This design comes from an exercise in tuning for small area, a short achievable clock period and few clock cycles on the open sky130 flow, not from production work.
Where RTL was checked, it was by simulation tests only, not by an equivalence proof against the original.
Power and IR drop assume default switching activity.

Setup of alpha:
## oac_core
module oac_core (
    input  wire        clk,
    input  wire        rst,           
    input  wire [31:0] stack_init,    
    output reg         mem_req,
    output reg         mem_we,
    output reg  [6:0]  mem_addr,
    output wire [31:0] mem_wdata,
    input  wire        mem_ready,
    input  wire [31:0] mem_rdata,
    output wire        halted,
    output wire        faulted,
    output reg  [2:0]  fault_kind,
    output wire [31:0] fault_value,
    output wire [31:0] fault_addr,
    input  wire [3:0]  dbg_idx,
    output wire [31:0] dbg_data
);
Size: about 310 flip-flops, ~210 I/O pins, about 21,000 µm² of cells after synthesis.
==> flow/config.mk <==
export PLATFORM = sky130hd
export DESIGN_NAME = oac_core
export DESIGN_NICKNAME = oac_core
export VERILOG_FILES = /design/flow/design.v
export SDC_FILE = /design/flow/constraint.sdc
export NUM_CORES = 4
export LEC_CHECK = 0
export CAP_MARGIN = 20
export CORE_MARGIN = 2
export CORE_UTILIZATION = 40
export SETUP_SLACK_MARGIN = 5
export SLEW_MARGIN = 20
==> flow/constraint.sdc <==
create_clock -name core_clock -period 12.0 [get_ports {clk}]
set_input_delay 2.4000 -clock core_clock [delete_from_list [all_inputs] [get_ports {clk}]]
set_output_delay 2.4000 -clock core_clock [all_outputs]
set_load 0.01 [all_outputs]
standard.sh (not shown) runs the stock make flow with config.mk's settings and CLKGATE_MAP_FILE= SYNTH_SCRIPT=/design/flow/synth_recipe.tcl, a recipe that flattens the netlist after the stock synthesis.
==> flow/flow/run.sh <==
#!/bin/bash
# Standard layout, with plain buf_1 cells as the port buffers (ORFS otherwise
# picks clkdlybuf4s50_1, a slow delay cell). Each ORFS step keeps its own log
# under orfs/logs; make's output goes to flow_make.log.
set -euo pipefail
bash standard.sh "BUFFER_PORTS_ARGS=-buffer_cell sky130_fd_sc_hd__buf_1" finish > flow_make.log 2>&1
Testbench counts of alpha, summed over its fixed seeds: cycles 40,193.
Inputs modified between alpha and beta:
--- a/flow/design.v
+++ b/flow/design.v
@@ -56,61 +56,49 @@
     wire w_is4    = (w[3:0] == 4'd4);
     wire [7:0] pcx = tk ? t[7:0] : pc;                   
     wire pc_oob   = tk ? (t[31:7] != 25'd0) : pc[7];
     wire st_oob   = (st[31:7] != 25'd0);
     wire p_ok     = (&st) | (~st_oob & ~(&st[6:0]));    
     wire [7:0] pc1 = pcx + 8'd1;
     wire [7:0] pc2 = pc + 8'd2;
     wire jcond = (opc[0] ? fl[0] : fl[1]);               
     wire vf    = (state == S_O1) & is_jzn & ~pc[7] & ~jcond;
     wire fetch = (state == S_F) | vf;
-    reg  [31:0] dbg_r;
-    always @(*) begin
-        case (dbg_idx)
-            4'd0: dbg_r = r0;
-            4'd1: dbg_r = r1;
-            4'd2: dbg_r = r2;
-            4'd3: dbg_r = r3;
-            4'd4: dbg_r = {24'd0, pc};
-            4'd5: dbg_r = t;
-            4'd6: dbg_r = fl;
-            4'd7: dbg_r = sb;
-            default: dbg_r = st;
-        endcase
-    end
-    assign dbg_data = dbg_r;
+    wire        hlt = (state == S_HALT);
+    assign dbg_data = pv;
     wire        fpc = (state == S_FAULT) & fph[1];     
     wire [1:0]  k = (state == S_FAULT) ? 2'd0 : c_inc ? 2'd1 : is_jc ? 2'd3 : 2'd2;
     wire [7:0]  pc_stmt = {1'b0, a} + {6'd0, k};        
     reg  [31:0] pv;
     always @(*) begin
-        case (ridx)
+        case (hlt ? dbg_idx : ridx)
             4'd0: pv = r0;
             4'd1: pv = r1;
             4'd2: pv = r2;
             4'd3: pv = r3;
-            4'd4: pv = {24'd0, (fpc) ? pc : pc_stmt};
-            4'd5: pv = {27'd0, opc};
+            4'd4: pv = {24'd0, (fpc | hlt) ? pc : pc_stmt};
+            4'd5: pv = hlt ? t : {27'd0, opc};
             4'd6: pv = fl;
             4'd7: pv = sb;
             default: pv = st;
         endcase
     end
     assign fault_value = t;
     assign fault_addr  = sb;
     reg zp, ip, iq, cin;
     reg [1:0] qs;              
     wire [31:0] alu_p = zp ? 32'd0 : (pv ^ {32{ip}});
     wire [31:0] alu_q = (qs == 2'd1) ? t : (qs == 2'd2) ? w : (qs == 2'd3) ? stack_init : 32'd0;
     wire [31:0] alu_b = alu_q ^ {32{iq}};
     wire [31:0] res   = alu_p + alu_b + {31'd0, cin};
-    wire        res_z = (res == 32'd0);
+    wire        res_z = cin ? (~(alu_p ^ alu_b) == {alu_p[30:0] & alu_b[30:0], 1'b0})
+                            : ( (alu_p ^ alu_b) == {alu_p[30:0] | alu_b[30:0], 1'b0});
     wire        res_n = res[31];
     wire        lt    = res_n ^ ((pv[31] ^ t[31]) & (res_n ^ pv[31]));    
     wire taken = (opc == 5'd17) ?  res_z :
                  (opc == 5'd18) ? ~res_z :
                  (opc == 5'd19) ? (~res_z & ~res_n) : res_n;
     reg        fault_now;
     reg        fv_st;         
     reg [2:0]  fk_now;
     always @(*) begin
         mem_req  = 1'b0;
Results
Number of distinct library cells after synthesis of beta falls short of that of alpha by a few percent. Against alpha, synthesized cell count in beta fell slightly. beta vs. alpha: count of clock-buffer cells in the layout now sits lower; detailed-routed wire length on met3 fell about 2.2%. Looking at capturing instance or port of the critical path, the dbg_data[20] result is from beta; the dbg_data[8] one comes from alpha. beta vs. alpha: global-route usage went down by 3.6 points. Taking alpha as the reference, in beta share of synthesized area occupied by flip-flops and latches essentially unchanged; part of the power in combinational logic increased 2.0 points; slack of the critical path increased 73 ps.
No functional check of the RTL was part of beta.

[static timing again, ports no longer ideal]
In the flow no input, the clock included, has a driving cell. The finished layouts below were timed again as built, in two steps.
Step 1: set_driving_cell puts a clkbuf_16 on clk and a buf_2 on each other input, an assumption about the parent block.
Step 2 moves the port delays by t, midway between the first and last clock arrival at a register: inputs arrive t later, outputs are due t later. That takes back most of the time a late clock gives input paths.
a / b / c = no drivers / after step 1 / after step 2; a / b = the first two.
run	t, ns	slack for setup (ns)	latest minus earliest clock arrival (ns)	slew at the worst register clock pin (ns)	pins driven straight from the clock port
alpha	0.639	5.040 / 5.017 / 4.821	0.021 / 0.021	0.06 / 0.06	1
beta	0.621	5.114 / 5.092 / 4.629	0.017 / 0.017	0.06 / 0.06	1
After both steps every run listed still meets setup and hold. The setup slack of beta, which loses most, moves by -0.022 ns with the drivers and by -0.485 ns with both steps.
